Source: an optimization exercise on an open RTL-to-GDS flow (aim: small area, a short achievable clock period and few clock cycles per item). Production flows keep margins and buffers that such runs may drop. Where RTL was checked, it was by simulation tests only, not by an equivalence proof against the original.

==> flow/design.v (excerpt) <==
module amf_rx (
    input  wire        clk,
    input  wire        rst,
    input  wire        in_valid,
    output wire        in_ready,
    input  wire [31:0] sample,
    output reg         frm_valid,
    output wire [63:0] frm_payload,
    output reg         frm_crc_ok
);
For scale: about 260 flip-flops, ~100 I/O pins.
==> flow/config.mk <==
export PLATFORM = sky130hd
export DESIGN_NAME = amf_rx
export DESIGN_NICKNAME = amf_rx
export VERILOG_FILES = /design/flow/design.v
export SDC_FILE = /design/flow/constraint.sdc
export NUM_CORES = 4
export LEC_CHECK = 0
export ABC_AREA = 1
export CAP_MARGIN = 20
export CORE_MARGIN = 2
export CORE_UTILIZATION = 40
export SLEW_MARGIN = 20
==> flow/constraint.sdc <==
create_clock -name core_clock -period 35.0 [get_ports {clk}]
set_input_delay 7.0000 -clock core_clock [delete_from_list [all_inputs] [get_ports {clk}]]
set_output_delay 7.0000 -clock core_clock [all_outputs]
set_load 0.01 [all_outputs]
standard.sh (not shown) runs the stock make flow with config.mk's settings and CLKGATE_MAP_FILE= SYNTH_SCRIPT=/design/flow/synth_recipe.tcl, a recipe that flattens the netlist after the stock synthesis.
==> flow/flow/run.sh <==
#!/bin/bash
# The standard layout, with repair_timing asked for extra setup slack so
# that the gates on the filter loop are sized for speed.  The SDC (clock
# period, I/O delays) is the standard flow's own and is not touched.
set -euo pipefail
export SETUP_SLACK_MARGIN=27
bash standard.sh > standard.log 2>&1
The first run passed the timing, design-rule and antenna checks.
Testbench counts at the start, summed over its fixed seeds: cycles 882,746, items 882,746.
==> next run, changes <==
--- a/flow/flow/run.sh
+++ b/flow/flow/run.sh
@@ -6 +6 @@
-export SETUP_SLACK_MARGIN=27
+export SETUP_SLACK_MARGIN=26.5
After rerunning: Die area stays the same; cell count went down by a few percent; wire length falls by a few percent.
==> next run, changes <==
--- a/flow/flow/run.sh
+++ b/flow/flow/run.sh
@@ -6 +6 @@
-export SETUP_SLACK_MARGIN=26.5
+export SETUP_SLACK_MARGIN=26
- CORE_UTILIZATION: 40 -> 60
Outcome: The changed run completed without violations. Wire length shrinks by 4.5%. Synthesized cell count stays the same. First-iteration DRC count grows by 12%. Register-to-register slack loses 380 ps. Sequential share of layout area grows by 0.87 points.

job 101:
Another version of the RTL of amf_rx (not shown whole).
Size: about 5,000 cells after synthesis, roughly 260 flip-flops, about 100 I/O pins, ~34,000 sq um of cells after synthesis.
Settings: LEC_CHECK=0, ABC_AREA=1, CAP_MARGIN=20, CORE_MARGIN=2, CORE_UTILIZATION=40, SLEW_MARGIN=20; clock period 35.0 ns.
==> flow/flow/run.sh <==
#!/bin/bash
# The standard layout, with two changes to how it is made:
#  - Yosys's synth runs without its early ABC pass (SYNTH_ARGS=-noabc), so
#    that the full adders are found before the logic is remapped and do not
#    need inverters around them; the final ABC mapping is unchanged;
#  - repair_timing is asked for extra setup slack so that the gates on the
#    filter loop are sized for speed.
# The SDC (clock period, I/O delays) is the standard flow's own and is not touched.
set -euo pipefail
export SETUP_SLACK_MARGIN=26.3
export MAKEFLAGS="SYNTH_ARGS=-noabc"
bash standard.sh > standard.log 2>&1
Job 101: PASS, flow complete, no timing, DRC or antenna violations
Testbench counts of job 101, summed over its fixed seeds: cycles 882,746, items 882,746.
The inputs of job 104 differ from those of job 101 as listed below.
-- flow/flow/run.sh --
<<< job 101, line 8
# The SDC (clock period, I/O delays) is the standard flow's own and is not touched.
set -euo pipefail
export SETUP_SLACK_MARGIN=26.3
export MAKEFLAGS="SYNTH_ARGS=-noabc"
bash standard.sh > standard.log 2>&1
>>> job 104, line 8
# The SDC (clock period, I/O delays) is the standard flow's own and is not touched.
set -euo pipefail
export SETUP_SLACK_MARGIN=26
export MAKEFLAGS="SYNTH_ARGS=-noabc"
bash standard.sh > standard.log 2>&1
==> run summary <==
- Job 104 completed end to end with timing, DRC and antenna clean.
- Post-detailed-placement cell area delta (job 101 -> job 104): insignificant
- Between job 104 and job 101, the multi-input logic area is higher for job 101.
- Diff job 101 -> job 104: register-to-register slack has decreased; share of post-route cells with drive strength above 1 has decreased; number of signal-net buffers in the layout has decreased; total met3 wirelength after detailed routing has decreased.
- Compared job 104 vs job 101, and number of buffer and inverter instances along the worst setup path is up in job 104.
- In the metrics for job 104 and job 101, the one carrying the lower required time at the worst-slack endpoint is job 101.

Another version of the RTL of amf_rx (not shown whole).
Size: about 5900 cells after synthesis, ~100 I/O pins, about 39000 µm² of cells after synthesis.
clock: 35.0 ns
lec_check: 0
abc_area: 1
cap_margin: 70
core_margin: 2
core_utilization: 40
slew_margin: 70
run.sh (not shown) runs the stock make flow with config.mk's settings and CLKGATE_MAP_FILE= SYNTH_SCRIPT=/design/flow/synth_recipe.tcl, a recipe that flattens the netlist after the stock synthesis.
Stock flow here: none of the scripts above is used.
Testbench counts at the start, summed over its fixed seeds: cycles 882,746, items 882,746.
Next try:
Settings changed: CAP_MARGIN 70 to 20, SLEW_MARGIN 70 to 20.
Synthesized cell count stays the same.
Via count is lower by 0.40%.
Critical path depth is lower by 1.

amf_rx with an RTL version that a note above also has.
For scale: ~5,000 cells after synthesis, about 260 flip-flops, roughly 100 I/O pins, roughly 34,000 sq um of cells after synthesis.
## amf_rx
module amf_rx (
    input  wire        clk,
    input  wire        rst,
    input  wire        in_valid,
    output wire        in_ready,
    input  wire [31:0] sample,
    output reg         frm_valid,
    output wire [63:0] frm_payload,
    output reg         frm_crc_ok
);
Settings: LEC_CHECK=0, ABC_AREA=1, CAP_MARGIN=20, CORE_MARGIN=2, CORE_UTILIZATION=40, SLEW_MARGIN=20; clock period 35.0 ns.
standard.sh (not shown) runs the stock make flow with config.mk's settings and CLKGATE_MAP_FILE= SYNTH_SCRIPT=/design/flow/synth_recipe.tcl, a recipe that flattens the netlist after the stock synthesis.
==> flow/flow/run.sh <==
#!/bin/bash
# The standard layout, with two changes to how it is made:
#  - Yosys's synth runs without its early ABC pass (SYNTH_ARGS=-noabc), so
#    that the full adders are found before the logic is remapped and do not
#    need inverters around them; the final ABC mapping is unchanged;
#  - repair_timing is asked for extra setup slack so that the gates on the
#    filter loop are sized for speed.
# The SDC (clock period, I/O delays) is the standard flow's own and is not touched.
set -euo pipefail
export SETUP_SLACK_MARGIN=25.5
export MAKEFLAGS="SYNTH_ARGS=-noabc"
bash standard.sh > standard.log 2>&1
Testbench counts at the start, summed over its fixed seeds: cycles 882,746, items 882,746.
==> next run, changes <==
--- a/flow/flow/run.sh
+++ b/flow/flow/run.sh
@@ -8,5 +8,5 @@
 # The SDC (clock period, I/O delays) is the standard flow's own and is not touched.
 set -euo pipefail
-export SETUP_SLACK_MARGIN=25.5
+export SETUP_SLACK_MARGIN=26
 export MAKEFLAGS="SYNTH_ARGS=-noabc"
 bash standard.sh > standard.log 2>&1
Core utilization rises by 1.3 points.
Via count rises by 0.66%.
Global-route usage is about the same.
Cell area rises by 2.9%.
Routed wire length rises by 1.4%.
Cell count rises by 0.51%.
==> next run, changes <==
Settings changed: CORE_UTILIZATION 40 to 30.
The new run finished clean.
Clock skew grows by 0.024 ns.
Wire length grows by 1.1%.
Via count shrinks by 0.85%.
Non-clock buffer count grows by 11.
Register-to-register slack gets better by 0.06 ns.
==> next run, changes <==
Settings changed: CORE_UTILIZATION 30 to 40, GPL_ROUTABILITY_DRIVEN set to 0.
=> The new run completed with no timing, DRC or antenna violations. Routed wire length decreases by 3.2%. Worst setup slack improved by 0.031 ns. Design area is lower by 0.80%. Synthesized cell count stays the same. Via count is higher by 0.45%. Synthesized area does not change.
==> next run, changes <==
Settings changed: CTS_BUF_LIST set to sky130_fd_sc_hd__clkbuf_8, GPL_ROUTABILITY_DRIVEN 0 to not set.
- via count climbs slightly
- sequential share of layout area is about the same
- routed wire length climbs by a few percent
- global-route usage climbs by 0.52 points

lane 1:
Another version of the RTL of amf_rx (not shown whole).
// amf_rx
module amf_rx (
    input  wire        clk,
    input  wire        rst,
    input  wire        in_valid,
    output wire        in_ready,
    input  wire [31:0] sample,
    output reg         frm_valid,
    output wire [63:0] frm_payload,
    output reg         frm_crc_ok
);
    assign in_ready = 1'b1;
    reg        m_valid;
    reg [30:0] m_r;
    always @(posedge clk) begin
        m_valid <= in_valid & ~rst;
        m_r     <= sample[30:0];
    end
    reg        t_valid;
    reg [7:0]  t_e;
    reg [23:0] t_m;
    wire [7:0]  te_next;
    wire [23:0] tm_next;
    mul03 u_new (.x(m_r), .e(te_next), .m(tm_next));
    always @(posedge clk) begin
        t_valid <= m_valid & ~rst;
        t_e     <= te_next;
        t_m     <= tm_next;
    end
    reg  [30:0] smoothed;
    reg         smoothed_h;      
    wire        smoothed_h_next;
    reg  [4:0]  decim_count;
    reg         fwd_valid;
    wire [30:0] smoothed_next;
    filt_step u_filt (.s(smoothed), .hs(smoothed_h), .te(t_e), .tm(t_m),
                      .y(smoothed_next), .hy(smoothed_h_next));
    always @(posedge clk) begin
        if (rst) begin
            smoothed    <= 31'd0;
            smoothed_h  <= 1'b0;
            decim_count <= 5'd0;
            fwd_valid   <= 1'b0;
        end else begin
            fwd_valid <= t_valid && decim_count == 5'd16;
            if (t_valid) begin
                smoothed    <= smoothed_next;
                smoothed_h  <= smoothed_h_next;
                decim_count <= (decim_count == 5'd16) ? 5'd0 : decim_count + 5'd1;
            end
        end
    end
    wire        chip_valid;
    wire        chip;
    peak_ser u_peak (.clk(clk), .rst(rst), .start(fwd_valid), .v(smoothed),
                     .chip(chip), .chip_valid(chip_valid));
    localparam [1:0] LOW_A = 2'd0, LOW_B = 2'd1, HIGH_A = 2'd2, HIGH_B = 2'd3;
    localparam [15:0] X48A = 16'h807B;    
    localparam [11:0] X48Q = 12'h913;     
    reg        last_chip;
    reg  [2:0] since_edge;
    reg  [1:0] phase;
    reg [47:0] frame;           
    reg  [3:0] ones;            
    reg [15:0] rem_a;           
  ...
clock: 35.0 ns
lec_check: 0
abc_area: 1
cap_margin: 20
core_margin: 2
core_utilization: 40
slew_margin: 20
==> flow/flow/run.sh <==
#!/bin/bash
# The standard layout, with repair_timing asked for extra setup slack so
# that the gates on the filter loop are sized for speed.  The SDC (clock
# period, I/O delays) is the standard flow's own and is not touched.
set -euo pipefail
export SETUP_SLACK_MARGIN=24
bash standard.sh > standard.log 2>&1
Lane 1: done, clean on timing, DRC and antenna
Input-level comparison between lane 2 and lane 1:
==> flow/flow/run.sh <==
#!/bin/bash
# The standard layout, with repair_timing asked for extra setup slack so
# that the gates on the filter loop are sized for speed, and allowed to pick
# any drive strength (not only cells of the same footprint).  The SDC (clock
# period, I/O delays) is the standard flow's own and is not touched.
set -euo pipefail
export SETUP_SLACK_MARGIN=24
export MAKEFLAGS="MATCH_CELL_FOOTPRINT=0"
bash standard.sh > standard.log 2>&1
Compared with lane 1, lane 2 shows a number of instances resized during post-cts repair that is 1 higher.
Lane 1 and lane 2 ended up with nearly the same count of clock-buffer cells in the layout.
Compared lane 2 against lane 1; number of combinational gates with multiple inputs within noise.
Lane 1 -> lane 2: total detailed-routing wirelength delta 0, exact match
In terms of effective utilization at floorplan, lane 2 and lane 1 differ only marginally.
Per the comparison of lane 2 with lane 1, maximum frequency neither gained nor lost much, fraction of area in clock buffers and inverters comparable, antenna diode count shows no meaningful change.
Between lane 1 and lane 2, the difference in clock network latency to the later pin of the worst-skew pair is negligible.
Diff lane 2..lane 1 | fraction of final layout cells with drive strength greater than 1 | unchanged
Function was not checked in any run of this note: the RTL went through the layout flow alone.

==> separate check: timing with driven ports <==
No port has a modelled driver above. Below, the same layouts with a new extraction and two added sets of constraints. Step 1, drivers: a clkbuf_16 drives clk and a buf_2 each remaining input, both assumed. Step 2 moves the port delays by t, midway between the first and last clock arrival at a register: inputs arrive t later, outputs are due t later. That takes back most of the time a late clock gives input paths. a / b / c = ideal ports / drivers / drivers and shift; a / b = the first two.
| run | t (ns) | slack for setup (ns) | worst register clock-pin slew, ns | cell pins on the clock port's net |
|---|---|---|---|---|
| the first run of note 1 | 0.660 | 26.627 / 26.651 / 25.991 | 0.08 / 0.08 | 1 |
| the second run of note 1 | 0.633 | 26.539 / 26.563 / 25.930 | 0.08 / 0.08 | 1 |
| the third run of note 1 | 0.649 | 26.092 / 26.125 / 25.477 | 0.06 / 0.06 | 1 |
| job 101 | 0.622 | 26.372 / 26.312 / 25.789 | 0.08 / 0.08 | 1 |
| job 104 | 0.637 | 26.163 / 26.201 / 25.563 | 0.06 / 0.06 | 1 |
| the first run of note 3 | 0.636 | 22.153 / 22.153 / 22.153 | 0.07 / 0.07 | 1 |
| the second run of note 3 | 0.632 | 21.551 / 21.551 / 21.551 | 0.07 / 0.07 | 1 |
| the first run of note 4 | 0.640 | 25.853 / 25.887 / 25.247 | 0.06 / 0.06 | 1 |
| the second run of note 4 | 0.639 | 26.220 / 26.208 / 25.611 | 0.07 / 0.07 | 1 |
| the third run of note 4 | 0.659 | 26.108 / 26.138 / 25.479 | 0.07 / 0.07 | 1 |
| the fourth run of note 4 | 0.631 | 26.139 / 26.169 / 25.539 | 0.07 / 0.07 | 1 |
| the fifth run of note 4 | 0.660 | 26.189 / 26.198 / 25.560 | 0.08 / 0.08 | 1 |
| lane 1 | 0.648 | 24.496 / 24.496 / 24.496 | 0.08 / 0.08 | 1 |
| lane 2 | 0.648 | 24.496 / 24.496 / 24.496 | 0.08 / 0.08 | 1 |
After both steps setup and hold are still met in every run listed. The setup slack of the first run of note 1, which loses most, moves by +0.024 ns with the drivers and by -0.636 ns with both steps.
